Background: an optimization exercise with open tools, aiming at small area. Do not read the settings as production practice.
At most, simulation tests tie the RTL to the original design; equivalence was not proved.
Only the layout flow was run in runs 2 and 3; the RTL was not checked for function there.
No activity file was given, so power comes from the tool's default toggle rates.

==> design/flow/run.sh <==
#!/bin/bash
# synth_recipe.tcl (not shown) runs the flow's synth.tcl, then flattens the netlist and writes it again
# the make line also repeats each setting of config.mk as NAME=value (left out here)
make -C /OpenROAD-flow-scripts/flow DESIGN_CONFIG=/design/flow/config.mk WORK_HOME=/design/flow/orfs CLKGATE_MAP_FILE= SYNTH_SCRIPT=/design/flow/synth_recipe.tcl finish
==> design/flow/design.v <==
module cfv_rx_decoder #(
    parameter [7:0] START = 8'h7E,
    parameter [7:0] END   = 8'h7F,
    parameter [7:0] ESC   = 8'h7D,
    parameter [7:0] MASK  = 8'h20
) (
    input  wire       byte_valid,    
    input  wire [7:0] byte_in,
    input  wire       timeout,       
    input  wire [1:0] state,
    input  wire [2:0] cnt,
    input  wire       x_zero,        
    output reg  [1:0] state_n,
    output reg        begin_f,       
    output reg        take,          
    output reg        xor_en,        
    output wire [7:0] take_val,
    output reg        res_valid_n,   
    output reg  [1:0] res_n,
    output reg        frame_ok       
);
    localparam [1:0] S_IDLE = 2'd0, S_INFRAME = 2'd1, S_ESCAPED = 2'd2, S_CKSUM = 2'd3;
    localparam [1:0] R_NEEDMORE = 2'd0, R_OK = 2'd1, R_CORRUPT = 2'd2, R_TOOSHORT = 2'd3;
    wire is_start = (byte_in == START);
    wire is_end   = (byte_in == END);
    wire is_esc   = (byte_in == ESC);
    wire is_image = !is_start && !is_end &&
                    ((byte_in ^ MASK) == START || (byte_in ^ MASK) == END || (byte_in ^ MASK) == ESC);
    assign take_val = {byte_in[7:6], byte_in[5] ^ (state == S_ESCAPED), byte_in[4:0]};
    always @* begin
        state_n     = state;
        begin_f     = 1'b0;
        take        = 1'b0;
        xor_en      = 1'b0;
        res_valid_n = 1'b0;
        res_n       = R_NEEDMORE;
        frame_ok    = 1'b0;
        if (byte_valid) begin
            res_valid_n = 1'b1;
            case (state)
                S_IDLE: begin
                    if (is_start) begin
                        state_n = S_INFRAME;
                        begin_f = 1'b1;
                    end
                end
                S_INFRAME: begin
                    if (is_start) begin
                        begin_f = 1'b1;
                        res_n   = R_TOOSHORT;
                    end else if (is_end) begin
                        state_n = S_IDLE;
                        res_n   = R_TOOSHORT;
                    end else if (is_esc) begin
                        state_n = S_ESCAPED;
                    end else begin
                        take = 1'b1;
                    end
                end
                S_ESCAPED: begin
                    if (is_start) begin
                        state_n = S_INFRAME;
                        begin_f = 1'b1;
                        res_n   = R_TOOSHORT;
                    end else if (is_end) begin
                        state_n = S_IDLE;
                        res_n   = R_TOOSHORT;
                    end else if (is_image) begin
                        state_n = S_INFRAME;
                        take    = 1'b1;
                    end else begin
                        state_n = S_IDLE;
                        res_n   = R_CORRUPT;
                    end
                end
                default: begin  
                    if (!cnt[0]) begin
                        xor_en = 1'b1;
                    end else if (is_end) begin
                        state_n = S_IDLE;
                        if (x_zero) begin
                            res_n    = R_OK;
                            frame_ok = 1'b1;
                        end else begin
                            res_n = R_CORRUPT;
                        end
                    end else if (is_start) begin
                        state_n = S_INFRAME;
                        begin_f = 1'b1;
                        res_n   = R_TOOSHORT;
                    end else begin
                        state_n = S_IDLE;
                        res_n   = R_TOOSHORT;
                    end
                end
            endcase
            if (take) begin
                xor_en  = 1'b1;
                state_n = (cnt == 3'd5) ? S_CKSUM : S_INFRAME;
            end
        end else if (timeout && state != S_IDLE) begin
            state_n     = S_IDLE;
            res_valid_n = 1'b1;
            res_n       = R_TOOSHORT;
        end
    end
endmodule
module cfv_dispatch_table (
    input  wire       clk,
    input  wire       rst,
    input  wire       wr_en,       
    input  wire [7:0] addr,
    input  wire [1:0] wr_sel,
    output wire       rd_bound,
    output wire [1:0] rd_sel,
    output wire       estop_bound  
);
    wire [447:0] ga;     
    wire [111:0] gb;
    wire [27:0]  gc;
    reg [6:0]   gd;
    reg [2:0] ge;
    wire in_a = (addr[7:6] != 2'd3);
    wire in_b = !in_a && (addr[5:4] != 2'd3);
    wire in_c = !in_a && !in_b && (addr[3:2] != 2'd3);
    wire in_d = !in_a && !in_b && !in_c && (addr[1:0] != 2'd3);
    wire in_e = (addr == 8'hFF);
    reg [1:0] pos;
    reg [6:0] code;
    always @* begin
        if (in_a) begin
            pos  = addr[7:6];
            code = ga[addr[5:0]*7 +: 7];
        end else if (in_b) begin
            pos  = addr[5:4];
            code = gb[addr[3:0]*7 +: 7];
        end else if (in_c) begin
            pos  = addr[3:2];
            code = gc[addr[1:0]*7 +: 7];
        end else if (in_d) begin
            pos  = addr[1:0];
            code = gd;
        end else begin
            pos  = 2'd0;
            code = {4'd0, ge};
        end
    end
    reg [2:0] v;
    always @* begin
        case (pos)
            2'd0:    v = code % 7'd5;
            2'd1:    v = (code / 7'd5) % 7'd5;
            default: v = code / 7'd25;
        endcase
    end
    assign rd_bound    = (v != 3'd0);
    assign rd_sel      = v[1:0] - 2'd1;
    assign estop_bound = (ge != 3'd0);
    reg [6:0] add;
    always @* begin
        case (pos)
            2'd0:    add = {5'd0, wr_sel} + 7'd1;
            2'd1:    add = ({5'd0, wr_sel} + 7'd1) * 7'd5;
            default: add = ({5'd0, wr_sel} + 7'd1) * 7'd25;
        endcase
    end
    wire [6:0] wdata = rst ? 7'd0 : code + add;
    genvar k;
    generate
        for (k = 0; k < 64; k = k + 1) begin : g_a
            reg [6:0] q;
            always @(posedge clk)
                if (rst || (wr_en && in_a && addr[5:0] == k)) q <= wdata;
            assign ga[7*k +: 7] = q;
        end
        for (k = 0; k < 16; k = k + 1) begin : g_b
            reg [6:0] q;
            always @(posedge clk)
                if (rst || (wr_en && in_b && addr[3:0] == k)) q <= wdata;
            assign gb[7*k +: 7] = q;
        end
        for (k = 0; k < 4; k = k + 1) begin : g_c
            reg [6:0] q;
            always @(posedge clk)
                if (rst || (wr_en && in_c && addr[1:0] == k)) q <= wdata;
            assign gc[7*k +: 7] = q;
        end
    endgenerate
    always @(posedge clk) begin
        if (rst || (wr_en && in_d)) gd <= wdata;
        if (rst || (wr_en && in_e)) ge <= wdata[2:0];
    end
endmodule
module cfv_tx_encoder #(
    parameter [7:0] START = 8'h7E,
    parameter [7:0] END   = 8'h7F,
    parameter [7:0] ESC   = 8'h7D,
    parameter [7:0] MASK  = 8'h20
) (
    input  wire [1:0] state,
    input  wire [2:0] cnt,
    input  wire [7:0] top,
    input  wire [7:0] x,
    output reg  [7:0] data,
    output reg        send_esc,    
    output reg        send_body,   
    output reg        last         
);
    wire special = (top == START) || (top == END) || (top == ESC);
    wire escaped = (state == 2'd2);
    always @* begin
        send_esc  = 1'b0;
        send_body = 1'b0;
        last      = 1'b0;
        if (cnt == 3'd7) begin
            if (state == 2'd3) begin
                data = END;
                last = 1'b1;
            end else begin
                data = START;
            end
        end else if (cnt == 3'd6) begin
            data = x;
        end else if (special && !escaped) begin
            data     = ESC;
            send_esc = 1'b1;
        end else begin
            data      = escaped ? (top ^ MASK) : top;
            send_body = 1'b1;
        end
    end
endmodule
module crc_frame_validator (
    input  wire        clk,
    input  wire        rst,         
    input  wire [7:0]  my_addr,     
    input  wire        reg_valid,   
    input  wire [7:0]  reg_id,
    input  wire [1:0]  reg_sel,
    input  wire        start,       
    input  wire        rx_valid,    
    input  wire [7:0]  rx_data,
    input  wire        rx_timeout,  
    output wire        tx_valid,
    output wire [7:0]  tx_data,
    input  wire        tx_ready,
    input  wire        cs_valid,    
    input  wire [31:0] cs_enc,
    input  wire        cs_limit,
    output wire [2:0]  ctl_state,
    output wire [1:0]  boot_err,
    output wire        outcome,
    output wire        rx_res_valid,
    output wire [1:0]  rx_result,
    output wire [47:0] rx_frame,
    output wire [31:0] goal
);
    localparam [2:0] C_REGISTERING = 3'd0, C_WAITING = 3'd1, C_DISPATCHING = 3'd2,
                     C_REPLYING = 3'd3, C_HALTED = 3'd4;
    localparam [1:0] E_NONE = 2'd0, E_DUPLICATE = 2'd1, E_MISSING_SAFE = 2'd2;
    localparam [1:0] H_SPIN = 2'd0, H_READ = 2'd1, H_ESTOP = 2'd2, H_PART = 2'd3;
    localparam       O_OK = 1'b0, O_UNKNOWN = 1'b1;
    reg  [2:0]  ctl;
    reg  [1:0]  boot_err_q;
    reg         last_outcome;
    reg  [31:0] board_goal;
    reg  [31:0] board_pos;
    reg         pos_set;       
    reg  [1:0]  d_state;
    reg  [2:0]  d_cnt;
    reg  [47:0] d_buf;
    reg  [7:0]  d_x;
    reg         d_res_valid;
    reg  [1:0]  d_result;
    wire waiting     = (ctl == C_WAITING);
    wire dispatching = (ctl == C_DISPATCHING);
    wire replying    = (ctl == C_REPLYING);
    wire registering = (ctl == C_REGISTERING);
    assign ctl_state    = ctl;
    assign boot_err     = boot_err_q;
    assign outcome      = last_outcome;
    assign goal         = board_goal;
    assign rx_res_valid = d_res_valid;
    assign rx_result    = d_result;
    assign rx_frame     = d_buf;
    assign tx_valid     = replying;
    wire [1:0] rx_state_n, rx_res_n;
    wire [7:0] take_val;
    wire       rx_begin, rx_take, rx_xor, rx_res_valid_n, frame_ok;
    cfv_rx_decoder u_rx (
        .byte_valid  (waiting && rx_valid),
        .byte_in     (rx_data),
        .timeout     (waiting && rx_timeout),
        .state       (d_state),
        .cnt         (d_cnt),
        .x_zero      (d_x == 8'd0),
        .state_n     (rx_state_n),
        .begin_f     (rx_begin),
        .take        (rx_take),
        .xor_en      (rx_xor),
        .take_val    (take_val),
        .res_valid_n (rx_res_valid_n),
        .res_n       (rx_res_n),
        .frame_ok    (frame_ok)
    );
    wire accept = frame_ok && (d_buf[47:40] == my_addr);
    wire tx_esc, tx_body, tx_last;
    cfv_tx_encoder u_tx (
        .state     (d_state),
        .cnt       (d_cnt),
        .top       (d_buf[47:40]),
        .x         (d_x),
        .data      (tx_data),
        .send_esc  (tx_esc),
        .send_body (tx_body),
        .last      (tx_last)
    );
    wire tx_step = replying && tx_ready;
    wire       rd_bound, estop_bound;
    wire [1:0] rd_sel;
    wire       dt_wr = registering && reg_valid && !rd_bound;
    cfv_dispatch_table u_dt (
        .clk         (clk),
        .rst         (rst),
        .wr_en       (dt_wr),
        .addr        (ctl[1] ? d_buf[39:32] : reg_id),
        .wr_sel      (reg_sel),
        .rd_bound    (rd_bound),
        .rd_sel      (rd_sel),
        .estop_bound (estop_bound)
    );
    wire [7:0]  req_cmd     = d_buf[39:32];
    wire [31:0] req_payload = d_buf[31:0];
    wire        h_spin  = rd_bound && rd_sel == H_SPIN;
    wire        h_read  = rd_bound && rd_sel == H_READ;
    wire        h_estop = rd_bound && rd_sel == H_ESTOP;
    wire        h_part  = rd_bound && rd_sel == H_PART;
    wire        cmd10   = (req_cmd == 8'd10);
    reg [31:0] resp;       
    always @* begin
        if (h_read && pos_set)
            resp = board_pos;
        else if (h_part && cmd10)
            resp = req_payload + 32'd1;
        else if (h_part)
            resp = 32'd77;
        else
            resp = 32'd0;
    end
    wire resp_outcome = !rd_bound || (h_part && !cmd10);
    wire shift    = (rx_take) || (tx_step && tx_body);
    wire cnt_inc  = rx_xor || (tx_step && !tx_esc && !tx_last);
    wire loop_cs  = cs_valid && (waiting || dispatching || replying);
    always @(posedge clk) begin
        if (shift)
            d_buf <= {d_buf[39:0], take_val};
        else if (dispatching && !h_spin)
            d_buf[31:0] <= resp;
        if (rx_begin)
            d_cnt <= 3'd0;
        else if (cnt_inc)
            d_cnt <= d_cnt + 3'd1;
        if (rx_begin)
            d_x <= 8'd0;
        else if (rx_xor || (tx_step && tx_body))
            d_x <= d_x ^ (replying ? d_buf[47:40] : take_val);
        d_result <= rx_res_n;
        if (loop_cs)
            board_pos <= cs_enc;
        if (rst) begin
            ctl          <= C_REGISTERING;
            boot_err_q   <= E_NONE;
            last_outcome <= O_OK;
            board_goal   <= 32'd0;
            pos_set      <= 1'b0;
            d_state      <= 2'd0;
            d_res_valid  <= 1'b0;
        end else begin
            d_res_valid <= rx_res_valid_n;
            if (waiting)
                d_state <= rx_state_n;
            else if (tx_step)
                d_state <= tx_esc ? 2'd2 : (d_cnt == 3'd6) ? 2'd3 : 2'd0;
            case (ctl)
                C_REGISTERING: begin
                    if (reg_valid) begin
                        if (rd_bound) begin
                            ctl        <= C_HALTED;
                            boot_err_q <= E_DUPLICATE;
                        end
                    end else if (start) begin
                        if (estop_bound) begin
                            ctl <= C_WAITING;
                        end else begin
                            ctl        <= C_HALTED;
                            boot_err_q <= E_MISSING_SAFE;
                        end
                    end
                end
                C_WAITING: begin
                    if (accept)
                        ctl <= C_DISPATCHING;
                end
                C_DISPATCHING: begin
                    last_outcome <= resp_outcome;
                    ctl          <= C_REPLYING;
                end
                C_REPLYING: begin
                    if (tx_ready && tx_last)
                        ctl <= C_WAITING;
                end
                default: ;  
            endcase
            if (loop_cs && cs_limit)
                board_goal <= 32'd0;
            else if (dispatching && h_spin)
                board_goal <= req_payload;
            else if (dispatching && h_estop)
                board_goal <= 32'd0;
            if (loop_cs)
                pos_set <= 1'b1;
        end
    end
endmodule
==> design/flow/config.mk <==
export PLATFORM = sky130hd
export DESIGN_NAME = crc_frame_validator
export DESIGN_NICKNAME = crc_frame_validator
export VERILOG_FILES = /design/flow/design.v
export SDC_FILE = /design/flow/constraint.sdc
export NUM_CORES = 4
export LEC_CHECK = 0
export CAP_MARGIN = 20
export CORE_MARGIN = 2
export CORE_UTILIZATION = 40
export PLACE_DENSITY = 0.6
export SLEW_MARGIN = 20
==> design/flow/constraint.sdc <==
create_clock -name core_clock -period 12.0 [get_ports {clk}]
set_input_delay 2.4000 -clock core_clock [delete_from_list [all_inputs] [get_ports {clk}]]
set_output_delay 2.4000 -clock core_clock [all_outputs]
set_load 0.01 [all_outputs]
==> results.sh, run 1 <==
export IMPL_outcome="finished clean"
export IMPL_cp_top_family="compound AO/OA/AOI/OAI gates"
export IMPL_antenna_found_initial=7
export IMPL_path_max_fanout=20
export IMPL_critPathSlowestCell="nor4_1"
export IMPL_setup_violations_final=0
export IMPL_fmax_mhz=86.9
export IMPL_clk_pin_slew_ps=60
export IMPL_fin_util_pct=47.8
export IMPL_grt_max_degree=105
export IMPL_finalHoldViolCount=0
export IMPL_holdWs_ps=480
export IMPL_cp_end_kind="flop"
export IMPL_synth_area_leaders="edfxtp_1 55%, dfxtp_1 3.0%, mux4_2 2.7%"
export IMPL_pin_count=165
export IMPL_synth_ff_type="edfxtp_1"
export IMPL_syn_nets=3136
export IMPL_globalplace_congestion=0.946
export IMPL_fp_coreArea_um2=92100
export IMPL_synthArstFlopShare_pct=0
export IMPL_final_cell_mix="678 x edfxtp_1, 192 x buf_4, 171 x nand2_1"
export IMPL_vias=28900
export IMPL_path_buf_inv=9
export IMPL_wl_met1_mm=52.1
export IMPL_fin_nets=3360
export IMPL_drc=0
export IMPL_first_iter_violations=3833
export IMPL_nFillCells=8059
export IMPL_relSlewSlack_pct=19.2
export IMPL_layout_drive_gt1_share_pct=18.1
export IMPL_cts_buffers=77
export IMPL_area_delta_synth_final_pct=18.1
export IMPL_netlist_area_um2=37300
export IMPL_htreeDepth=3
export IMPL_drtAntennaViolNets=0
export IMPL_clock_path_buffers=3
export IMPL_setup_tns_ps=0
export IMPL_port_buffers=164
export IMPL_hold_path_class="reg -> reg"
export IMPL_num_rows=111
export IMPL_start_util_pct=40.5
export IMPL_syn_area_per_cell_um2=12.3
export IMPL_viasPerCell=6.33
export IMPL_grt_pass1_wl_mm=187
export IMPL_powerDensity_nw_per_um2=181
export IMPL_fp_dieW_um=309
export IMPL_ys_ff_latch=733
export IMPL_routedWlPerCell_um=28.2
export IMPL_worst_setup_path_start_kind="primary input"
export IMPL_cts_root_buf="clkbuf_16"
export IMPL_slew_violations=0
export IMPL_place_ws_ps=-315
export IMPL_wl_met3_mm=11.3
export IMPL_overflow=0
export IMPL_post_dp_hpwl_mm=84.7
export IMPL_crit_required_ps=12300
export IMPL_synthCells=3028
export IMPL_grt_pass1_vias=27900
export IMPL_synth_top_area_share_pct=54.6
export IMPL_clock_skew_ps=40.4
export IMPL_cts_num_sinks=733
export IMPL_cts_tree="yes"
export IMPL_ir_drop_mv=0.156
export IMPL_firstDrtPassIters=8
export IMPL_met2_wirelength_mm=59.8
export IMPL_holdBufCountCts=0
export IMPL_die_y_um=309
export IMPL_yosysTopAreaCell="edfxtp_1"
export IMPL_wl_mm=129
export IMPL_synth_seq_area_share_pct=57.5
export IMPL_period_share_pct=95.9
export IMPL_power_static_leakage_nw=15.5
export IMPL_crit_arrival_ps=11810
export IMPL_ys_warn_count=4
export IMPL_slowest_delay_ps=500
export IMPL_cap_violations=0
export IMPL_dieArea_um2=95700
export IMPL_setup_slack_ps=488
export IMPL_ys_types=106
export IMPL_layout_commonest_cell="edfxtp_1"
export IMPL_crit_type="in -> reg"
export IMPL_worstMarginPinSlew_ps=1210
export IMPL_clkLatencyLatePin_ps=640
export IMPL_top_layer="met5"
export IMPL_gr_usage_all_layers_pct=26.3
export IMPL_synth_edf_count=678
export IMPL_finalCriticalPeriod_ps=11510
export IMPL_multi_input_area_um2=14200
export IMPL_regArea_um2=21500
export IMPL_cp_common_cell="buf_4"
-- worst paths after layout --
check | from | to | depth (start not counted) | slack (ps)
worst max-delay path | reg_id[0] | u_dt.g_a[28].q[3] | 47 | 490
worst min-delay path | boot_err_q[0] | boot_err_q[0] | 2 | 480
worst max register to register | d_buf[33] | u_dt.g_a[28].q[3] | 42 | 1290
worst min register to register | boot_err_q[0] | boot_err_q[0] | 2 | 480
-- power breakdown --
part	leakage [nW]	switching [mW]	internal (mW)	total, mW
clock network	1.14	1.00	1.27	2.28
registers	7.30	0.166	3.37	3.54
logic	7.05	1.36	0.803	2.16
total	15.5	2.53	5.45	7.98
-- registers in the layout, summed over array words and instances, names as in the netlist --
name,flops
u_dt.g_c.q,28
d_buf,48
board_pos,32
u_dt.g_a.q,448
u_dt.gd,7
d_state,2
d_x,8
boot_err_q,2
ctl,3
d_result,2
d_cnt,3
board_goal,32
u_dt.ge,3
last_outcome,1
d_res_valid,1
pos_set,1
u_dt.g_b.q,112
-- stage by stage --
stage          area [µm²]  cells  power (mW)
2_1_floorplan       37300   3028        4.74
3_3_place_gp        41600   4409        5.66
3_5_place_dp        41600   4410        5.68
4_1_cts             43900   4550        7.95
5_1_grt             44100   4559        8.27
6_report            44100   4561        7.98
-- cells in the mapped netlist (55+ instances only) --
master / instances
edfxtp_1: 678
nand2_1: 172
a31o_2: 80
o32a_1: 65
nand3_1: 97
clkbuf_1: 113
a21o_1: 73
inv_1: 165
o31a_1: 71
or4_1: 64
a41oi_1: 64
a31oi_1: 79
nor2_1: 118
buf_2: 90
a21oi_1: 61
or2_2: 66
dfxtp_1: 55
mux2i_1: 56
and2_1: 59
nor4b_1: 63
-- worst register-to-register path: cells and delay by family, from the launching register on --
kind,cells,cell delay (ps)
multiplexers,1,100
buffers and inverters,6,1400
flip-flops,1,790
AND/OR/NAND/NOR,13,2990
adder cells (fa/ha/maj),3,590
AO/OA/AOI/OAI,19,4490
-- logic make-up after synthesis --
| group | synth area share [%] |
|---|---|
| compound gates | 17.8 |
| simple gates | 12.3 |
| flops | 57.5 |
| buf+inv | 4.93 |
| mux | 4.43 |
| xor+xnor | 1.53 |
| fa+ha+maj | 1.40 |
-- per-layer routing --
layer | vias up | GRT usage [%]
met5 | - | 0
met4 | 10 | 11.2
met3 | 304 | 4.57
met2 | 1576 | 41.8
met1 | 14500 | 35.6
li1 | 12400 | -
-- layout make-up --
class,instances,share of cell area (%)
Clock inverter,32,0.554
Sequential cell,733,48.7
Inverter,167,1.42
Timing Repair Buffer,392,8.66
Antenna cell,5,0.0284
Clock buffer,108,4.78
Multi-Input combinational cell,1881,32.3
Tap cell,1243,3.53
-- timing repair --
item | 4_1_cts | 5_1_grt
resized for setup | 0 | 12
buffers inserted | 0 | 5
setup endpoints to repair | 0 | 676
==> run 2, diff against run 1 <==
--- a/design/flow/design.v
+++ b/design/flow/design.v
@@ -117,7 +117,8 @@
 );
-    wire [447:0] ga;     
-    wire [111:0] gb;
-    wire [27:0]  gc;
+    wire [6:0] ga [0:63];
+    wire [6:0] gb [0:15];
+    wire [6:0] gc [0:3];
     reg [6:0]   gd;
-    reg [2:0] ge;
+    reg [2:0] ge;        
+    localparam [6:0] EMPTY = 7'b0111100;
     wire in_a = (addr[7:6] != 2'd3);
@@ -127,43 +128,70 @@
     wire in_e = (addr == 8'hFF);
+    wire [63:0] sel_a;
+    wire [15:0] sel_b;
+    wire [3:0]  sel_c;
+    wire        sel_d = in_d;
+    wire        sel_e = in_e;
+    genvar k;
+    generate
+        for (k = 0; k < 64; k = k + 1) begin : g_sa
+            assign sel_a[k] = in_a && (addr[5:0] == k);
+        end
+        for (k = 0; k < 16; k = k + 1) begin : g_sb
+            assign sel_b[k] = in_b && (addr[3:0] == k);
+        end
+        for (k = 0; k < 4; k = k + 1) begin : g_sc
+            assign sel_c[k] = in_c && (addr[1:0] == k);
+        end
+    endgenerate
     reg [1:0] pos;
     reg [6:0] code;
+    integer i;
     always @* begin
-        if (in_a) begin
-            pos  = addr[7:6];
-            code = ga[addr[5:0]*7 +: 7];
-        end else if (in_b) begin
-            pos  = addr[5:4];
-            code = gb[addr[3:0]*7 +: 7];
-        end else if (in_c) begin
-            pos  = addr[3:2];
-            code = gc[addr[1:0]*7 +: 7];
-        end else if (in_d) begin
-            pos  = addr[1:0];
-            code = gd;
-        end else begin
-            pos  = 2'd0;
-            code = {4'd0, ge};
-        end
+        pos = in_a ? addr[7:6] : in_b ? addr[5:4] : in_c ? addr[3:2] : in_d ? addr[1:0] : 2'd0;
+        code = ({7{sel_d}} & gd) | ({7{sel_e}} & {3'b011, ge[2], ge});
+        for (i = 0; i < 64; i = i + 1) code = code | ({7{sel_a[i]}} & ga[i]);
+        for (i = 0; i < 16; i = i + 1) code = code | ({7{sel_b[i]}} & gb[i]);
+        for (i = 0; i < 4; i = i + 1)  code = code | ({7{sel_c[i]}} & gc[i]);
     end
-    reg [2:0] v;
+    wire       f  = code[6];
+    wire [1:0] m  = code[5:4];
+    wire [1:0] q  = code[3:2];
+    wire [1:0] s0 = code[1:0];
+    wire [1:0] s1 = code[3:2];
+    wire [1:0] s2 = code[5:4];
+    reg        bound;
+    reg  [1:0] sel;
     always @* begin
-        case (pos)
-            2'd0:    v = code % 7'd5;
-            2'd1:    v = (code / 7'd5) % 7'd5;
-            default: v = code / 7'd25;
-        endcase
+        if (f) begin
+            bound = 1'b1;
+            sel   = (pos == 2'd0) ? s0 : (pos == 2'd1) ? s1 : s2;
+        end else if (m != 2'd3) begin
+            bound = (pos != m);
+            sel   = (pos == 2'd0) ? s0 : (pos == 2'd1) ? s1 : (m == 2'd0) ? s0 : s1;
+        end else begin
+            bound = (pos == q);
+            sel   = s0;
+        end
     end
-    assign rd_bound    = (v != 3'd0);
-    assign rd_sel      = v[1:0] - 2'd1;
-    assign estop_bound = (ge != 3'd0);
-    reg [6:0] add;
+    assign rd_bound    = bound;
+    assign rd_sel      = sel;
+    assign estop_bound = !ge[2];
+    wire [1:0] mm = 2'd3 - pos - q;    
+    reg  [6:0] code_n;
     always @* begin
-        case (pos)
-            2'd0:    add = {5'd0, wr_sel} + 7'd1;
-            2'd1:    add = ({5'd0, wr_sel} + 7'd1) * 7'd5;
-            default: add = ({5'd0, wr_sel} + 7'd1) * 7'd25;
-        endcase
+        if (m == 2'd3) begin
+            if (q == 2'd3)
+                code_n = {1'b0, 2'd3, pos, wr_sel};
+            else
+                code_n = {1'b0, mm,
+                          (pos == 2'd1 || (pos == 2'd2 && mm == 2'd1)) ? wr_sel : s0,
+                          (pos == 2'd0 || (pos == 2'd2 && mm == 2'd0)) ? wr_sel : s0};
+        end else begin
+            code_n = {1'b1,
+                      (pos == 2'd2) ? wr_sel : (pos == 2'd0) ? s0 : s1,
+                      (pos == 2'd1) ? wr_sel : s1,
+                      (pos == 2'd0) ? wr_sel : s0};
+        end
     end
-    wire [6:0] wdata = rst ? 7'd0 : code + add;
-    genvar k;
+    wire [6:0] wdata = rst ? EMPTY : code_n;
     generate
@@ -172,4 +200,4 @@
             always @(posedge clk)
-                if (rst || (wr_en && in_a && addr[5:0] == k)) q <= wdata;
-            assign ga[7*k +: 7] = q;
+                if (rst || (wr_en && sel_a[k])) q <= wdata;
+            assign ga[k] = q;
         end
@@ -178,4 +206,4 @@
             always @(posedge clk)
-                if (rst || (wr_en && in_b && addr[3:0] == k)) q <= wdata;
-            assign gb[7*k +: 7] = q;
+                if (rst || (wr_en && sel_b[k])) q <= wdata;
+            assign gb[k] = q;
         end
@@ -184,4 +212,4 @@
             always @(posedge clk)
-                if (rst || (wr_en && in_c && addr[1:0] == k)) q <= wdata;
-            assign gc[7*k +: 7] = q;
+                if (rst || (wr_en && sel_c[k])) q <= wdata;
+            assign gc[k] = q;
         end
--- a/design/flow/config.mk
+++ b/design/flow/config.mk
@@ -7,6 +7,8 @@
 export LEC_CHECK = 0
-export CAP_MARGIN = 20
+export CAP_MARGIN = 0
 export CORE_MARGIN = 2
-export CORE_UTILIZATION = 40
-export PLACE_DENSITY = 0.6
-export SLEW_MARGIN = 20
+export CORE_UTILIZATION = 60
+export CTS_BUF_LIST = sky130_fd_sc_hd__clkbuf_8
+export CTS_CLUSTER_SIZE = 40
+export PLACE_DENSITY = 0.75
+export SLEW_MARGIN = 0
==> results.sh, run 2 <==
export IMPL_switching_share_pct=28.3
export IMPL_dp_cells=3137
export IMPL_path_buf_inv=5
export IMPL_powerDensity_nw_per_um2=169
export IMPL_relSlewSlack_pct=14.4
export IMPL_final_cell_mix="678 x edfxtp_1, 263 x nand3_1, 209 x nand2_1"
export IMPL_synth_top_area_share_pct=64.3
export IMPL_synth_edf_count=678
export IMPL_pin_count=165
export IMPL_nFillCells=3642
export IMPL_worstMarginPinSlew_ps=1280
export IMPL_hold_path_class="reg -> reg"
export IMPL_yosysTopAreaCell="edfxtp_1"
export IMPL_wl_mm=126
export IMPL_post_cts_resized=0
export IMPL_viasPerCell=7.52
export IMPL_drtAntennaViolNets=0
export IMPL_final_cell_count_no_fill=3355
export IMPL_grt_max_degree=89
export IMPL_crit_required_ps=12390
export IMPL_p_sw_mw=1.74
export IMPL_gr_usage_all_layers_pct=45.9
export IMPL_setup_violations_final=0
export IMPL_p_seq_share_pct=54.5
export IMPL_fin_nets=2643
export IMPL_combPwrFrac_pct=11.5
export IMPL_post_dp_hpwl_mm=83.0
export IMPL_largestRegisters="u_dt.g_a.q (448), u_dt.g_b.q (112), d_buf (48)"
export IMPL_grt_pass1_wl_mm=173
export IMPL_slew_violations=0
export IMPL_ys_warn_count=4
export IMPL_cts_num_sinks=733
export IMPL_synth_seq_area_share_pct=67.8
export IMPL_synthArstFlopShare_pct=0
export IMPL_synth_ff_type="edfxtp_1"
export IMPL_r2r_start="ctl[1]"
export IMPL_synth_area_leaders="edfxtp_1 64%, nand3_1 4.2%, dfxtp_1 3.5%"
export IMPL_first_iter_violations=5155
export IMPL_layout_drive_gt1_share_pct=11.9
export IMPL_path_max_fanout=88
export IMPL_drc=0
export IMPL_fmax_mhz=110
export IMPL_yosys_top_cells_count="678 x edfxtp_1, 263 x nand3_1, 211 x nand2_1"
export IMPL_port_buffers=164
export IMPL_fp_dieW_um=234
export IMPL_num_rows=84
export IMPL_cts_root_buf="clkbuf_8"
export IMPL_cts_tree="yes"
export IMPL_ys_ff_latch=733
export IMPL_syn_area_per_cell_um2=13.3
export IMPL_synth_most_common_cell="edfxtp_1"
export IMPL_syn_nets=2453
export IMPL_layout_commonest_cell="edfxtp_1"
export IMPL_outcome="finished clean"
export IMPL_antenna_found_initial=7
export IMPL_rsz0062_at_grt="false"
export IMPL_cap_violations=0
export IMPL_routedWlPerCell_um=37.5
export IMPL_critPathSlowestCell="nor4_1"
export IMPL_start_util_pct=60.5
export IMPL_post_cts_buffers=0
export IMPL_clock_skew_ps=35.5
export IMPL_clkLatencyLatePin_ps=750
export IMPL_power_static_leakage_nw=12.6
export IMPL_intPower_mw=4.40
export IMPL_ys_types=81
export IMPL_vias=25200
export IMPL_crit_arrival_ps=9490
export IMPL_cp_top_family="simple AND/OR/NAND/NOR gates"
export IMPL_cp_end_kind="flop"
export IMPL_path_cells="clkdlybuf4s50_1, and3b_1, a211oi_4, buf_12, and2_1, a22o_1, nor4_1, nand3_1, nor4_2, inv_1, ha_1, nor2_1, nand3_1, o41ai_1, nor4_4, buf_4, buf_4, and2_1, a21o_1"
export IMPL_overflow=0
export IMPL_fp_coreArea_um2=52300
export IMPL_firstDrtPassIters=7
export IMPL_htreeDepth=3
export IMPL_grt_pass1_vias=23100
export IMPL_slowest_delay_ps=890
export IMPL_crit_start="reg_id[6]"
export IMPL_period_share_pct=75.8
export IMPL_globalplace_congestion=1.07
export IMPL_die_y_um=234
export IMPL_ir_drop_mv=0.123
export IMPL_holdBufCountCts=0
export IMPL_min_from="board_goal[9]"
export IMPL_synthCells=2375
export IMPL_dieArea_um2=54600
export IMPL_cts_buffers=114
export IMPL_crit_type="in -> reg"
export IMPL_finalHoldViolCount=0
export IMPL_top_register="u_dt.g_a.q"
export IMPL_largest_reg_flops=448
export IMPL_finalCriticalPeriod_ps=9100
export IMPL_clock_power_share_pct=34.0
export IMPL_netlist_area_um2=31700
export IMPL_area_delta_synth_final_pct=15.1
export IMPL_clock_path_buffers=3
export IMPL_setup_tns_ps=0
export IMPL_worst_setup_path_start_kind="primary input"
export IMPL_clk_pin_slew_ps=70
==> run 2: power groups by stage <==
stage          clock network (mW)  logic [mW]  registers, mW
3_5_place_dp                    0       0.669           3.37
4_1_cts                      2.07       0.671           3.33
5_1_grt                      2.18       0.714           3.35
6_report                     2.09       0.703           3.35
2_1_floorplan                   0       0.367           3.31
3_3_place_gp                    0       0.664           3.38
==> run 2: layout make-up <==
type	count	area, µm²	area share (%)
Sequential cell	733	21500	58.9
Multi-Input combinational cell	1458	9560	26.2
Timing Repair Buffer	237	2240	6.14
Clock buffer	120	1650	4.53
Inverter	21	78.8	0.216
Tap cell	688	861	2.36
Clock inverter	95	571	1.57
Antenna cell	3	7.51	0.0206
==> run 2: metrics by stage <==
stage	hold WS, ps	instance area, µm²	power, mW	utilization (%)	setup WS, ps
after floorplan	475	31700	3.67	-	2680
after global placement	441	34200	4.04	65.3	2660
after detailed placement	448	34200	4.04	65.3	2640
after CTS	460	36400	6.07	69.6	3390
after global routing	474	36400	6.24	69.6	3070
final	460	36400	6.14	69.6	2900
==> run 2: path summary, 6_finish.rpt <==
path,to,slack [ps],cells past startpoint
setup / recovery,u_dt.g_a[35].q[4],2900,19
hold / removal,board_goal[9],460,2
setup reg to reg,u_dt.g_a[35].q[4],4380,19
hold reg to reg,board_goal[9],460,2
==> run 2: cells by family after synthesis <==
| kind of cell | Yosys count | share of synthesized area (%) |
|---|---|---|
| and+or+nand+nor | 876 | 14.5 |
| DFF | 733 | 67.8 |
| AOI/OAI and AO/OA | 462 | 11.4 |
| buffers and inverters | 184 | 2.59 |
| muxes | 60 | 1.90 |
| xor gates and xnor gates | 49 | 1.36 |
| adders and majority gates | 11 | 0.435 |
==> run 2: per-layer routing <==
metal	global-route usage (%)	part of all wire (%)
met2	66.4	42
met5	1.56	0.087
met4	31.6	8.6
met1	58.9	33
met3	15.0	16
==> run 2: worst register-to-register path: stages (launching register included) <==
cell      delay (ps)
dfxtp_1          300
buf_4            420
and3_1           690
a211oi_4         100
buf_12           250
and2_1           410
a22o_1           370
nor4_1           900
nand3_1          190
nor4_2           700
inv_1            110
ha_1             390
nor2_1            70
nand3_1          100
o41ai_1          160
nor4_4           250
buf_4            320
buf_4            700
and2_1           400
a21o_1           410
==> run 3, diff against run 2 <==
==> design/flow/config.mk (replaced) <==
export PLATFORM = sky130hd
export DESIGN_NAME = crc_frame_validator
export DESIGN_NICKNAME = crc_frame_validator
export VERILOG_FILES = /design/flow/design.v
export SDC_FILE = /design/flow/constraint.sdc
export NUM_CORES = 4
export LEC_CHECK = 0
export CAP_MARGIN = 20
export CORE_MARGIN = 2
export CORE_UTILIZATION = 40
export PLACE_DENSITY = 0.6
export SLEW_MARGIN = 20
==> results.sh, run 3 <==
export IMPL_fin_nets=2609
export IMPL_ir_drop_mv=0.120
export IMPL_drc=0
export IMPL_worstMarginPinSlew_ps=1200
export IMPL_cts_tree="yes"
export IMPL_cts_buffers=80
export IMPL_combPwrFrac_pct=11.0
export IMPL_p_sw_mw=1.76
export IMPL_vias=24200
export IMPL_fmax_mhz=110
export IMPL_globalplace_congestion=0.991
export IMPL_syn_nets=2453
export IMPL_synth_edf_count=678
export IMPL_ys_ff_latch=733
export IMPL_num_rows=103
export IMPL_crit_type="in -> reg"
export IMPL_crit_required_ps=12280
export IMPL_viasPerCell=6.62
export IMPL_largest_reg_flops=448
export IMPL_switching_share_pct=27.1
export IMPL_synthArstFlopShare_pct=0
export IMPL_worst_setup_path_start_kind="primary input"
export IMPL_grt_max_degree=89
export IMPL_gr_usage_all_layers_pct=30.8
export IMPL_start_util_pct=40.3
export IMPL_ys_warn_count=4
export IMPL_synth_most_common_cell="edfxtp_1"
export IMPL_finalHoldViolCount=0
export IMPL_firstDrtPassIters=6
export IMPL_largestRegisters="u_dt.g_a.q (448), u_dt.g_b.q (112), d_buf (48)"
export IMPL_layout_drive_gt1_share_pct=10.8
export IMPL_dieArea_um2=81400
export IMPL_outcome="finished clean"
export IMPL_setup_tns_ps=0
export IMPL_final_cell_mix="678 x edfxtp_1, 263 x nand3_1, 209 x nand2_1"
export IMPL_clock_power_share_pct=37.9
export IMPL_slew_violations=0
export IMPL_drtAntennaViolNets=0
export IMPL_area_delta_synth_final_pct=17.9
export IMPL_setup_violations_final=0
export IMPL_yosysTopAreaCell="edfxtp_1"
export IMPL_min_from="board_goal[24]"
export IMPL_post_cts_resized=0
export IMPL_cts_root_buf="clkbuf_16"
export IMPL_cap_violations=0
export IMPL_power_total_mw=6.49
export IMPL_top_register="u_dt.g_a.q"
export IMPL_p_seq_share_pct=51.1
export IMPL_power_static_leakage_nw=12.6
export IMPL_clock_skew_ps=74.0
export IMPL_overflow=0
export IMPL_htreeDepth=3
export IMPL_synth_ff_type="edfxtp_1"
export IMPL_clkLatencyLatePin_ps=670
export IMPL_period_share_pct=75.8
export IMPL_nFillCells=6914
export IMPL_intPower_mw=4.73
export IMPL_fp_coreArea_um2=78600
export IMPL_cts_num_sinks=733
export IMPL_port_buffers=164
export IMPL_clock_path_buffers=3
export IMPL_fin_util_pct=47.5
export IMPL_grt_pass1_vias=22600
export IMPL_rsz0062_at_grt="false"
export IMPL_routedWlPerCell_um=35.2
export IMPL_grt_pass1_wl_mm=178
export IMPL_path_max_fanout=88
export IMPL_first_iter_violations=3757
export IMPL_hold_depth=2
export IMPL_crit_arrival_ps=9380
export IMPL_reg2reg_depth=17
export IMPL_finalCriticalPeriod_ps=9090
export IMPL_die_y_um=285
export IMPL_powerDensity_nw_per_um2=174
export IMPL_holdBufCountCts=0
export IMPL_layout_commonest_cell="edfxtp_1"
export IMPL_post_cts_buffers=0
export IMPL_post_dp_hpwl_mm=85.4
export IMPL_synth_top_area_share_pct=64.3
export IMPL_relSlewSlack_pct=19.5
export IMPL_ys_types=81
export IMPL_clk_pin_slew_ps=60
export IMPL_wl_mm=128
export IMPL_netlist_area_um2=31700
export IMPL_yosys_top_cells_count="678 x edfxtp_1, 263 x nand3_1, 211 x nand2_1"
export IMPL_fp_dieW_um=285
export IMPL_crit_start="reg_id[6]"
export IMPL_cp_end_kind="flop"
export IMPL_synth_seq_area_share_pct=67.8
export IMPL_hold_path_class="reg -> reg"
export IMPL_syn_area_per_cell_um2=13.3
export IMPL_synthCells=2375
export IMPL_pin_count=165
export IMPL_synth_area_leaders="edfxtp_1 64%, nand3_1 4.2%, dfxtp_1 3.5%"
export IMPL_r2r_start="ctl[1]"
export IMPL_antenna_found_initial=5
-- run 3: cell counts after synthesis --
No cell type changed its count.
-- run 3: power groups by stage --
stage          sequential [mW]  combinational [mW]  clock (mW)
6_report                  3.32               0.714        2.46
5_1_grt                   3.33               0.731        2.57
4_1_cts                   3.31               0.689        2.47
3_5_place_dp              3.36               0.687           0
3_3_place_gp              3.35               0.680           0
2_1_floorplan             3.31               0.367           0
-- run 3: routing by layer --
layer	share of wire [%]	GRT usage (%)
met1	37	41.1
met2	44	45.9
met3	14	9.81
met4	5.1	13.7
met5	0.022	0
-- run 3: cell families after synthesis --
kind of cell	share of synthesized area, %
buffers and inverters	2.59
XOR/XNOR	1.36
AND/OR/NAND/NOR	14.5
AO/OA/AOI/OAI	11.4
adder cells (fa/ha/maj)	0.435
flip-flops	67.8
multiplexers	1.90
-- run 3: cell type report --
cell class | count | area, µm² | share of cell area [%]
timing repair buffer | 237 | 2290 | 6.12
multi-input combinational | 1458 | 9580 | 25.7
sequential | 733 | 21500 | 57.5
antenna | 3 | 7.51 | 0.0201
clock inverter | 52 | 517 | 1.38
inverter | 21 | 78.8 | 0.211
tap | 1050 | 1310 | 3.52
clock buffer | 96 | 2090 | 5.61
-- run 3: worst paths after layout --
path	end	slack, ps
setup / recovery	u_dt.g_b[7].q[4]	2910
hold / removal	board_goal[24]	450
setup reg to reg	u_dt.g_b[7].q[4]	4220
hold reg to reg	board_goal[24]	450
-- run 3: worst max-delay path, cell delays in order --
cell	delay, ps
clkdlybuf4s50_1	600
and3b_1	620
a211oi_4	70
buf_12	240
and2_0	430
a221o_1	420
a221oi_1	680
nand4_1	190
nor4_2	730
inv_1	110
ha_1	400
nor2_1	70
nand3_1	90
o41ai_1	140
nor4_4	320
buf_12	350
and2_1	890
a21o_1	410
-- run 3: metrics by stage --
stage               setup WS [ps]  instances  area, µm²  hold slack, ps
floorplan                    2680       2375      31700             475
global placement             2610       3497      34700             444
detailed placement           2590       3497      34700             450
CTS                          3230       3645      37300             457
global route                 2890       3647      37300             477
finish                       2910       3650      37300             454
==> run 4, diff against run 3 <==
--- a/design/flow/design.v
+++ b/design/flow/design.v
@@ -296,2 +296,3 @@
     reg         pos_set;       
+    reg         inc_f;         
     reg  [1:0]  d_state;
@@ -334,2 +335,8 @@
     wire accept = frame_ok && (d_buf[47:40] == my_addr);
+    wire tx_payload = (d_cnt >= 3'd2) && (d_cnt <= 3'd5);
+    wire tx_carry   = inc_f && tx_payload &&
+                      (d_cnt >= 3'd5 || d_buf[39:32] == 8'hFF) &&
+                      (d_cnt >= 3'd4 || d_buf[31:24] == 8'hFF) &&
+                      (d_cnt >= 3'd3 || d_buf[23:16] == 8'hFF);
+    wire [7:0] tx_top = d_buf[47:40] + {7'd0, tx_carry};
     wire tx_esc, tx_body, tx_last;
@@ -338,3 +345,3 @@
         .cnt       (d_cnt),
-        .top       (d_buf[47:40]),
+        .top       (tx_top),
         .x         (d_x),
@@ -366,2 +373,3 @@
     wire        cmd10   = (req_cmd == 8'd10);
+    wire       keep_payload = h_spin || (h_part && cmd10);
     reg [31:0] resp;       
@@ -370,4 +378,2 @@
             resp = board_pos;
-        else if (h_part && cmd10)
-            resp = req_payload + 32'd1;
         else if (h_part)
@@ -384,3 +390,3 @@
             d_buf <= {d_buf[39:0], take_val};
-        else if (dispatching && !h_spin)
+        else if (dispatching && !keep_payload)
             d_buf[31:0] <= resp;
@@ -393,3 +399,3 @@
         else if (rx_xor || (tx_step && tx_body))
-            d_x <= d_x ^ (replying ? d_buf[47:40] : take_val);
+            d_x <= d_x ^ (replying ? tx_top : take_val);
         d_result <= rx_res_n;
@@ -397,2 +403,4 @@
             board_pos <= cs_enc;
+        if (dispatching)
+            inc_f <= h_part && cmd10;
         if (rst) begin
--- a/design/flow/config.mk
+++ b/design/flow/config.mk
@@ -7,6 +7,9 @@
 export LEC_CHECK = 0
-export CAP_MARGIN = 20
+export CAP_MARGIN = 0
 export CORE_MARGIN = 2
-export CORE_UTILIZATION = 40
-export PLACE_DENSITY = 0.6
-export SLEW_MARGIN = 20
+export CORE_UTILIZATION = 60
+export CTS_BUF_LIST = sky130_fd_sc_hd__clkbuf_8
+export CTS_CLUSTER_DIAMETER = 60
+export CTS_CLUSTER_SIZE = 16
+export PLACE_DENSITY = 0.75
+export SLEW_MARGIN = 0
==> results.sh, run 4 <==
export IMPL_globalplace_congestion=1.15
export IMPL_combPwrFrac_pct=12.1
export IMPL_outcome="failed layout checks"
export IMPL_wl_mm=125
export IMPL_syn_nets=2147
export IMPL_synthXorXnorAreaFrac_pct=0.774
export IMPL_cts_num_sinks=734
export IMPL_synth_area_leaders="edfxtp_1 67%, dfxtp_1 3.6%, a22o_1 2.8%"
export IMPL_syn_area_per_cell_um2=14.8
export IMPL_ir_drop_mv=0.121
export IMPL_post_dp_hpwl_mm=86.7
export IMPL_layout_commonest_cell="edfxtp_1"
export IMPL_antenna_found_initial=19
export IMPL_finalCriticalPeriod_ps=9260
export IMPL_post_cts_resized=0
export IMPL_synth_adder_area_share_pct=0.532
export IMPL_vias=23200
export IMPL_ys_types=96
export IMPL_path_max_fanout=54
export IMPL_die_y_um=230
export IMPL_yosysTopAreaCell="edfxtp_1"
export IMPL_hold_path_class="reg -> reg"
export IMPL_holdBufCountCts=0
export IMPL_synth_compound_area_share_pct=14.7
export IMPL_viasPerCell=7.93
export IMPL_reg2reg_slack_ps=3870
export IMPL_gr_usage_all_layers_pct=47.3
export IMPL_slew_violations=1
export IMPL_area_delta_synth_final_pct=11.4
export IMPL_dieArea_um2=52700
export IMPL_fp_coreArea_um2=50200
export IMPL_synthArstFlopShare_pct=0
export IMPL_p_sw_mw=1.54
export IMPL_power_total_mw=5.40
export IMPL_clock_skew_ps=40.8
export IMPL_rsz0062_at_grt="false"
export IMPL_hold_depth=1
export IMPL_synth_top_family_by_area="compound AO/OA/AOI/OAI gates"
export IMPL_crit_arrival_ps=9690
export IMPL_ys_ff_latch=734
export IMPL_p_seq_share_pct=63.4
export IMPL_drc=0
export IMPL_cts_tree="yes"
export IMPL_so_violations="max-capacitance violations"
export IMPL_crit_required_ps=12420
export IMPL_powerDensity_nw_per_um2=159
export IMPL_port_buffers=164
export IMPL_clock_path_buffers=3
export IMPL_grt_pass1_vias=21300
export IMPL_worstMarginPinSlew_ps=1470
export IMPL_synthCells=2067
export IMPL_pin_count=165
export IMPL_intPower_mw=3.86
export IMPL_cts_root_buf="clkbuf_8"
export IMPL_post_cts_buffers=0
export IMPL_muxShareOfSynthArea_pct=0.455
export IMPL_cap_violations=1
export IMPL_holdWs_ps=492
export IMPL_synth_ff_type="edfxtp_1"
export IMPL_cp_end_kind="flop"
export IMPL_drtAntennaViolNets=0
export IMPL_yosys_top_cells_count="679 x edfxtp_1, 113 x nand3_1, 96 x a22o_1"
export IMPL_power_static_leakage_nw=11.6
export IMPL_fp_dieW_um=230
export IMPL_synthSimpleGateAreaFrac_pct=10.7
export IMPL_firstDrtPassIters=14
export IMPL_reg2reg_depth=15
export IMPL_layout_drive_gt1_share_pct=10.8
export IMPL_setup_slack_ps=2740
export IMPL_worst_setup_path_start_kind="primary input"
export IMPL_grt_max_degree=86
export IMPL_crit_type="in -> reg"
export IMPL_place_ws_ps=2450
export IMPL_largest_reg_flops=448
export IMPL_synth_top_area_share_pct=66.7
export IMPL_overflow=0
export IMPL_fmax_mhz=108
export IMPL_num_rows=82
export IMPL_grt_pass1_wl_mm=172
export IMPL_routedWlPerCell_um=42.7
export IMPL_fin_util_pct=67.8
export IMPL_start_util_pct=60.9
export IMPL_final_cell_mix="679 x edfxtp_1, 163 x clkdlybuf4s50_1, 113 x nand3_1"
export IMPL_largestRegisters="u_dt.g_a.q (448), u_dt.g_b.q (112), d_buf (48)"
export IMPL_clk_pin_slew_ps=110
export IMPL_synth_edf_count=679
export IMPL_clock_power_share_pct=24.5
export IMPL_synth_seq_area_share_pct=70.3
export IMPL_setup_tns_ps=0
export IMPL_switching_share_pct=28.6
export IMPL_clkLatencyLatePin_ps=750
export IMPL_cts_buffers=56
export IMPL_fin_nets=2295
export IMPL_nFillCells=3453
export IMPL_top_register="u_dt.g_a.q"
export IMPL_relSlewSlack_pct=-0.256
export IMPL_netlist_area_um2=30600
export IMPL_htreeDepth=2
export IMPL_finalHoldViolCount=0
export IMPL_period_share_pct=77.2
export IMPL_synth_most_common_cell="edfxtp_1"
export IMPL_setup_violations_final=0
export IMPL_first_iter_violations=4853
export IMPL_ys_warn_count=4
-- run 4: final timing paths --
kind / start / end
worst min-delay path: board_goal[7] / board_goal[7]
worst min register to register: board_goal[7] / board_goal[7]
worst max-delay path: reg_id[7] / u_dt.g_a[37].q[1]
worst max register to register: ctl[1] / u_dt.g_a[37].q[1]
-- run 4: power groups by stage --
stage	Combinational [mW]	Sequential, mW	Clock (mW)
floorplan	0.322	3.34	0
global placement	0.604	3.46	0
detailed placement	0.615	3.45	0
finish	0.654	3.42	1.33
global route	0.659	3.42	1.40
CTS	0.617	3.40	1.31
-- run 4: per-stage QoR --
step                std cells  instance area, µm²
finish                   2927               34000
detailed placement       2829               33000
global route             2918               34000
floorplan                2067               30600
CTS                      2915               34000
global placement         2829               33000
-- run 4: layer usage --
metal	part of all wire, %	global-route usage, %
met3	16	17.7
met2	42	67.8
met4	9.2	31.7
met1	33	60.2
met5	0.12	1.29
-- run 4: cell families after synthesis --
family / after synthesis
and+or+nand+nor: 556
muxes: 13
AOI/OAI and AO/OA: 561
buffers and inverters: 163
DFF: 734
xor gates and xnor gates: 27
adders and majority gates: 13
-- run 4: layout make-up --
cell class / count / area, µm² / share of cell area, %
antenna: 12 / 30.0 / 0.0883
clock buffer: 59 / 812 / 2.39
clock inverter: 27 / 193 / 0.566
inverter: 22 / 82.6 / 0.243
multi-input combinational: 1170 / 8430 / 24.8
sequential: 734 / 21500 / 63.2
tap: 672 / 841 / 2.47
timing repair buffer: 231 / 2140 / 6.30
-- run 4: critical path, stage by stage --
cell and delay (ps):
clkdlybuf4s50_1 530, and3b_1 570, nor2_1 790, nor3_1 410
a2111oi_0 1110, and4_1 340, nand4_1 300, nor4_4 740
or2_2 270, o31ai_1 80, a21oi_1 530, nor2_1 150
a211oi_4 230, buf_4 440, buf_4 700
==> run 5, diff against run 4 <==
--- a/design/flow/config.mk
+++ b/design/flow/config.mk
@@ -11,4 +11,3 @@
 export CTS_BUF_LIST = sky130_fd_sc_hd__clkbuf_8
-export CTS_CLUSTER_DIAMETER = 60
-export CTS_CLUSTER_SIZE = 16
+export CTS_CLUSTER_SIZE = 40
 export PLACE_DENSITY = 0.75
==> results.sh, run 5 <==
export IMPL_fmax_mhz=106
export IMPL_synth_top_area_share_pct=66.7
export IMPL_setup_violations_final=0
export IMPL_multi_input_area_um2=8430
export IMPL_dieArea_um2=52700
export IMPL_synth_most_common_cell="edfxtp_1"
export IMPL_worstMarginPinSlew_ps=1620
export IMPL_synth_ff_type="edfxtp_1"
export IMPL_final_cell_count_no_fill=3051
export IMPL_nFillCells=3346
export IMPL_cts_tree="yes"
export IMPL_post_dp_hpwl_mm=86.7
export IMPL_start_util_pct=60.9
export IMPL_power_static_leakage_nw=12.4
export IMPL_worst_setup_path_start_kind="primary input"
export IMPL_clock_skew_ps=41.5
export IMPL_post_cts_resized=0
export IMPL_so_violations="max-capacitance violations"
export IMPL_synth_area_leaders="edfxtp_1 67%, dfxtp_1 3.6%, a22o_1 2.8%"
export IMPL_drtAntennaViolNets=0
export IMPL_grt_pass1_vias=21900
export IMPL_first_iter_violations=5099
export IMPL_relSlewSlack_pct=-8.44
export IMPL_cts_root_buf="clkbuf_8"
export IMPL_gr_usage_all_layers_pct=48.1
export IMPL_path_max_fanout=54
export IMPL_largest_reg_flops=448
export IMPL_post_cts_buffers=0
export IMPL_cp_end_kind="flop"
export IMPL_fin_nets=2353
export IMPL_clkLatencyLatePin_ps=740
export IMPL_slew_violations=2
export IMPL_ys_warn_count=4
export IMPL_clk_pin_slew_ps=60
export IMPL_cts_buffers=114
export IMPL_layout_commonest_cell="edfxtp_1"
export IMPL_pin_count=165
export IMPL_yosysTopAreaCell="edfxtp_1"
export IMPL_overflow=0
export IMPL_final_cell_mix="679 x edfxtp_1, 163 x clkdlybuf4s50_1, 122 x clkbuf_8"
export IMPL_grt_pass1_wl_mm=174
export IMPL_syn_area_per_cell_um2=14.8
export IMPL_setup_tns_ps=0
export IMPL_clock_power_share_pct=33.6
export IMPL_drc=0
export IMPL_layout_drive_gt1_share_pct=13.3
export IMPL_htreeDepth=3
export IMPL_grt_max_degree=86
export IMPL_wl_mm=127
export IMPL_p_seq_share_pct=55.7
export IMPL_finalHoldViolCount=0
export IMPL_netlist_area_um2=30600
export IMPL_yosys_top_cells_count="679 x edfxtp_1, 113 x nand3_1, 96 x a22o_1"
export IMPL_powerDensity_nw_per_um2=175
export IMPL_p_sw_mw=1.71
export IMPL_ir_drop_mv=0.170
export IMPL_holdWs_ps=482
export IMPL_dp_cells=2829
export IMPL_routedWlPerCell_um=41.6
export IMPL_port_buffers=164
export IMPL_crit_arrival_ps=9860
export IMPL_area_delta_synth_final_pct=15.3
export IMPL_regArea_um2=21500
export IMPL_switching_share_pct=27.8
export IMPL_firstDrtPassIters=14
export IMPL_synth_edf_count=679
export IMPL_rsz0062_at_grt="false"
export IMPL_globalplace_congestion=1.15
export IMPL_ys_types=96
export IMPL_crit_required_ps=12410
export IMPL_top_register="u_dt.g_a.q"
export IMPL_fp_coreArea_um2=50200
export IMPL_cts_num_sinks=734
export IMPL_ys_ff_latch=734
export IMPL_hold_path_class="reg -> reg"
export IMPL_vias=23700
export IMPL_viasPerCell=7.76
export IMPL_holdBufCountCts=0
export IMPL_reg2reg_slack_ps=3760
export IMPL_synthCells=2067
export IMPL_num_rows=82
export IMPL_combPwrFrac_pct=10.6
export IMPL_clock_path_buffers=3
export IMPL_antenna_found_initial=14
export IMPL_synth_seq_area_share_pct=70.3
export IMPL_cap_violations=1
export IMPL_period_share_pct=78.8
export IMPL_intPower_mw=4.45
export IMPL_fin_util_pct=70.2
export IMPL_outcome="failed layout checks"
export IMPL_fp_dieW_um=230
export IMPL_finalCriticalPeriod_ps=9450
export IMPL_syn_nets=2147
export IMPL_synthArstFlopShare_pct=0
export IMPL_die_y_um=230
export IMPL_largestRegisters="u_dt.g_a.q (448), u_dt.g_b.q (112), d_buf (48)"
export IMPL_crit_type="in -> reg"
run 5: logic make-up (layout without fill, tap and decap cells):
logic type	count (synthesis)	in the layout	synth area share (%)
xor+xnor	27	27	0.774
compound gates	561	561	14.7
mux	13	13	0.455
flops	734	734	70.3
fa+ha+maj	13	13	0.532
buf+inv	163	465	2.48
other cells	0	10	0
simple gates	556	556	10.7
run 5: metal layers:
layer	track usage [%]	up-vias	wire, µm
met3	19.4	654	20800
met4	35.6	14	12400
met1	59.9	11400	41100
met5	0.0919	-	173
met2	67.9	2629	52500
li1	-	8936	-
run 5: power by group through the flow:
stage	Sequential, mW	Combinational (mW)	Clock (mW)
2_1_floorplan	3.34	0.322	0
3_3_place_gp	3.46	0.604	0
3_5_place_dp	3.45	0.615	0
4_1_cts	3.41	0.617	2.06
5_1_grt	3.43	0.661	2.18
6_report	3.43	0.656	2.07
run 5: per-stage QoR:
stage | area [µm²] | worst slack, ps | power [mW]
after floorplan | 30600 | 1930 | 3.66
after global placement | 33000 | 2520 | 4.06
after global routing | 35200 | 2800 | 6.27
final | 35200 | 2550 | 6.16
after detailed placement | 33000 | 2450 | 4.07
after CTS | 35200 | 3150 | 6.08
run 5: worst paths after layout:
| check | startpoint | endpoint | cells past startpoint |
|---|---|---|---|
| max | reg_id[7] | u_dt.g_b[10].q[1] | 16 |
| min | board_goal[30] | board_goal[30] | 1 |
| max reg2reg | ctl[1] | u_dt.g_b[10].q[1] | 16 |
| min reg2reg | board_goal[30] | board_goal[30] | 1 |
run 5: worst max-delay path, stage by stage:
cell,delay (ps)
clkdlybuf4s50_1,610
and3b_1,890
a211o_1,450
nor3_2,90
buf_4,210
a22o_1,270
a211oi_1,1240
nand4_1,550
nor4_4,660
or2_2,270
o31ai_1,80
a21oi_1,530
nor2_1,150
a211oi_4,230
buf_4,440
buf_4,690
run 5: final cells by class:
type / count / area share [%]
clock inverter: 90 / 1.52
tap: 672 / 2.39
timing repair buffer: 231 / 6.08
sequential: 734 / 61.0
antenna: 10 / 0.0710
multi-input combinational: 1170 / 23.9
clock buffer: 122 / 4.77
inverter: 22 / 0.234
==> run 6, diff against run 5 <==
--- a/design/flow/config.mk
+++ b/design/flow/config.mk
@@ -7,3 +7,3 @@
 export LEC_CHECK = 0
-export CAP_MARGIN = 0
+export CAP_MARGIN = 15
 export CORE_MARGIN = 2
@@ -11,4 +11,5 @@
 export CTS_BUF_LIST = sky130_fd_sc_hd__clkbuf_8
-export CTS_CLUSTER_SIZE = 40
+export CTS_CLUSTER_DIAMETER = 60
+export CTS_CLUSTER_SIZE = 14
 export PLACE_DENSITY = 0.75
-export SLEW_MARGIN = 0
+export SLEW_MARGIN = 15
==> results.sh, run 6 <==
export IMPL_outcome="finished clean"
export IMPL_synth_top_area_share_pct=66.7
export IMPL_syn_area_per_cell_um2=14.8
export IMPL_min_to="board_goal[17]"
export IMPL_synthCells=2067
export IMPL_grt_pass1_wl_mm=172
export IMPL_hold_path_class="reg -> reg"
export IMPL_r2r_start="ctl[1]"
export IMPL_clk_pin_slew_ps=100
export IMPL_relSlewSlack_pct=9.77
export IMPL_fin_nets=2305
export IMPL_yosysTopAreaCell="edfxtp_1"
export IMPL_ir_drop_mv=0.121
export IMPL_reg2reg_slack_ps=3980
export IMPL_synthArstFlopShare_pct=0
export IMPL_clock_path_buffers=3
export IMPL_synth_area_leaders="edfxtp_1 67%, dfxtp_1 3.6%, a22o_1 2.8%"
export IMPL_hold_depth=1
export IMPL_ys_warn_count=4
export IMPL_synth_compound_area_share_pct=14.7
export IMPL_crit_arrival_ps=9560
export IMPL_finalHoldViolCount=0
export IMPL_cap_violations=0
export IMPL_largestRegisters="u_dt.g_a.q (448), u_dt.g_b.q (112), d_buf (48)"
export IMPL_final_cell_count_no_fill=2936
export IMPL_syn_nets=2147
export IMPL_cts_num_sinks=734
export IMPL_die_y_um=230
export IMPL_synth_top_family_by_area="compound AO/OA/AOI/OAI gates"
export IMPL_final_cell_mix="679 x edfxtp_1, 163 x clkdlybuf4s50_1, 113 x nand3_1"
export IMPL_grt_max_degree=86
export IMPL_dieArea_um2=52700
export IMPL_netlist_area_um2=30600
export IMPL_gr_usage_all_layers_pct=47.6
export IMPL_num_rows=82
export IMPL_reg2reg_depth=18
export IMPL_layout_commonest_cell="edfxtp_1"
export IMPL_met3_usage_pct=20.3
export IMPL_htreeDepth=2
export IMPL_overflow=0
export IMPL_largest_reg_flops=448
export IMPL_start_util_pct=60.9
export IMPL_power_static_leakage_nw=11.7
export IMPL_rsz0062_at_grt="false"
export IMPL_fp_dieW_um=230
export IMPL_synthSimpleGateAreaFrac_pct=10.7
export IMPL_worstMarginPinSlew_ps=1350
export IMPL_yosys_top_cells_count="679 x edfxtp_1, 113 x nand3_1, 96 x a22o_1"
export IMPL_synth_adder_area_share_pct=0.532
export IMPL_met2_usage_pct=67.2
export IMPL_fp_coreArea_um2=50200
export IMPL_globalplace_congestion=1.15
export IMPL_ys_types=96
export IMPL_synth_seq_area_share_pct=70.3
export IMPL_clock_skew_ps=30.6
export IMPL_period_share_pct=76.0
export IMPL_cts_root_buf="clkbuf_8"
export IMPL_grt_pass1_vias=21300
export IMPL_post_cts_resized=0
export IMPL_path_max_fanout=54
export IMPL_cp_end_kind="flop"
export IMPL_muxShareOfSynthArea_pct=0.455
export IMPL_clkLatencyLatePin_ps=770
export IMPL_regArea_um2=21500
export IMPL_antenna_found_initial=20
export IMPL_met1_usage_pct=59.2
export IMPL_holdBufCountCts=0
export IMPL_routedWlPerCell_um=42.8
export IMPL_nFillCells=3487
export IMPL_slew_violations=0
export IMPL_min_from="board_goal[17]"
export IMPL_fmax_mhz=110
export IMPL_pin_count=165
export IMPL_layout_drive_gt1_share_pct=11.0
export IMPL_setup_tns_ps=0
export IMPL_crit_required_ps=12450
export IMPL_synth_edf_count=679
export IMPL_port_buffers=164
export IMPL_cts_buffers=61
export IMPL_synthXorXnorAreaFrac_pct=0.774
export IMPL_dp_cells=2832
export IMPL_area_delta_synth_final_pct=11.6
export IMPL_top_register="u_dt.g_a.q"
export IMPL_drc=0
export IMPL_powerDensity_nw_per_um2=160
export IMPL_finalCriticalPeriod_ps=9110
export IMPL_post_dp_hpwl_mm=86.8
export IMPL_drtAntennaViolNets=0
export IMPL_vias=23500
export IMPL_setup_violations_final=0
export IMPL_synth_ff_type="edfxtp_1"
export IMPL_crit_type="in -> reg"
export IMPL_r2r_end="u_dt.g_a[56].q[1]"
export IMPL_multi_input_area_um2=8440
export IMPL_firstDrtPassIters=8
export IMPL_synth_most_common_cell="edfxtp_1"
export IMPL_cts_tree="yes"
export IMPL_first_iter_violations=4976
export IMPL_worst_setup_path_start_kind="primary input"
export IMPL_fin_util_pct=68.0
export IMPL_top_usage_layer="met2"
export IMPL_viasPerCell=7.99
export IMPL_ys_ff_latch=734
export IMPL_wl_mm=126
export IMPL_post_cts_buffers=0
-- run 6: cell count changes in the layout (fill, tap and decap cells not counted), moves of 2 or more --
cell | previous run | this run
buf_4 | 68 | 70
diode_2 | 10 | 12
clkinv_2 | 11 | 1
inv_1 | 63 | 37
bufinv_16 | 6 | 1
clkbuf_8 | 122 | 64
clkinv_1 | 25 | 1
-- run 6: final cells by class --
| class | count | share of cell area [%] |
|---|---|---|
| sequential | 734 | 63.0 |
| clock inverter | 26 | 0.459 |
| inverter | 22 | 0.242 |
| antenna | 12 | 0.0880 |
| timing repair buffer | 236 | 6.42 |
| multi-input combinational | 1170 | 24.7 |
| clock buffer | 64 | 2.58 |
| tap | 672 | 2.47 |
-- run 6: cells by family after synthesis --
kind of cell / Yosys count
AO/OA/AOI/OAI: 561
XOR/XNOR: 27
adder cells (fa/ha/maj): 13
buffers and inverters: 163
flip-flops: 734
multiplexers: 13
AND/OR/NAND/NOR: 556
-- run 6: worst max-delay path: stages --
cell	delay (ps)
clkdlybuf4s50_1	600
and3b_1	870
a211oi_4	280
buf_4	340
and3_1	200
a31oi_1	130
nand4_1	410
or4b_4	710
nor4_4	670
inv_2	140
ha_1	240
xnor2_1	310
o31ai_1	110
a21oi_1	550
nor2_1	150
a211oi_4	230
buf_4	430
buf_4	680
-- run 6: report_power, final --
group          total (mW)  internal [mW]  switching [mW]  leakage [nW]
clock                1.36          0.512           0.843         0.594
combinational       0.657          0.149           0.509          4.27
sequential           3.43           3.23           0.198          6.83
total                5.44           3.89            1.55          11.7
-- run 6: worst max path at each step --
stage / start / endpoint / depth (start not counted)
after floorplan: reg_id[1] / u_dt.g_a[0].q[0] / 17
after global placement: reg_id[7] / u_dt.g_a[41].q[1] / 15
final: reg_id[6] / u_dt.g_a[56].q[1] / 18
after global routing: reg_id[7] / u_dt.g_a[5].q[1] / 18
after detailed placement: reg_id[7] / u_dt.g_a[0].q[2] / 17
after CTS: reg_id[7] / u_dt.g_a[0].q[2] / 17
-- run 6: layer usage --
metal	share of wire (%)	up-vias
li1	-	8757
met1	32	11400
met2	41	2651
met3	17	653
met4	9.6	12
met5	0.066	-
-- run 6: metrics by stage --
| stage | setup slack (ps) | cell area (µm²) | power [mW] | hold slack, ps |
|---|---|---|---|---|
| final | 2890 | 34100 | 5.44 | 495 |
| after global routing | 2810 | 34100 | 5.52 | 503 |
| after CTS | 3240 | 34000 | 5.35 | 488 |
| after detailed placement | 2450 | 33000 | 4.07 | 466 |
| after global placement | 2520 | 33000 | 4.06 | 462 |
| after floorplan | 1930 | 30600 | 3.66 | 455 |

==> separate check: timing with driven ports <==
How much do the figures lean on ideal ports? The routed layouts below were timed once more, with nothing changed but the port constraints. Step 1 assumes that a clkbuf_16 drives the clock port and a buf_2 every other input. Step 2, shift: input delay + t, output delay - t, t = (earliest + latest rising clock arrival at the registers) / 2. This alone moves slack from input paths to output paths. Slacks: no drivers / after step 1 / after step 2; pairs: no drivers / after step 1.
| run | t (ns) | setup slack, ns | latest minus earliest clock arrival (ns) |
|---|---|---|---|
| run 1 | 0.688 | 0.488 / 0.530 / -0.158 | 0.041 / 0.040 |
| run 2 | 0.799 | 2.902 / 2.930 / 2.130 | 0.035 / 0.035 |
| run 3 | 0.697 | 2.907 / 2.937 / 2.240 | 0.074 / 0.074 |
| run 4 | 0.791 | 2.737 / 2.766 / 1.975 | 0.041 / 0.040 |
| run 5 | 0.782 | 2.550 / 2.572 / 1.791 | 0.041 / 0.041 |
| run 6 | 0.821 | 2.885 / 2.895 / 2.075 | 0.031 / 0.031 |
Met with ideal ports but missed after step 2: setup timing in run 1. For run 6, which loses most, drivers alone change the setup slack by +0.010 ns; drivers and shift together by -0.810 ns.
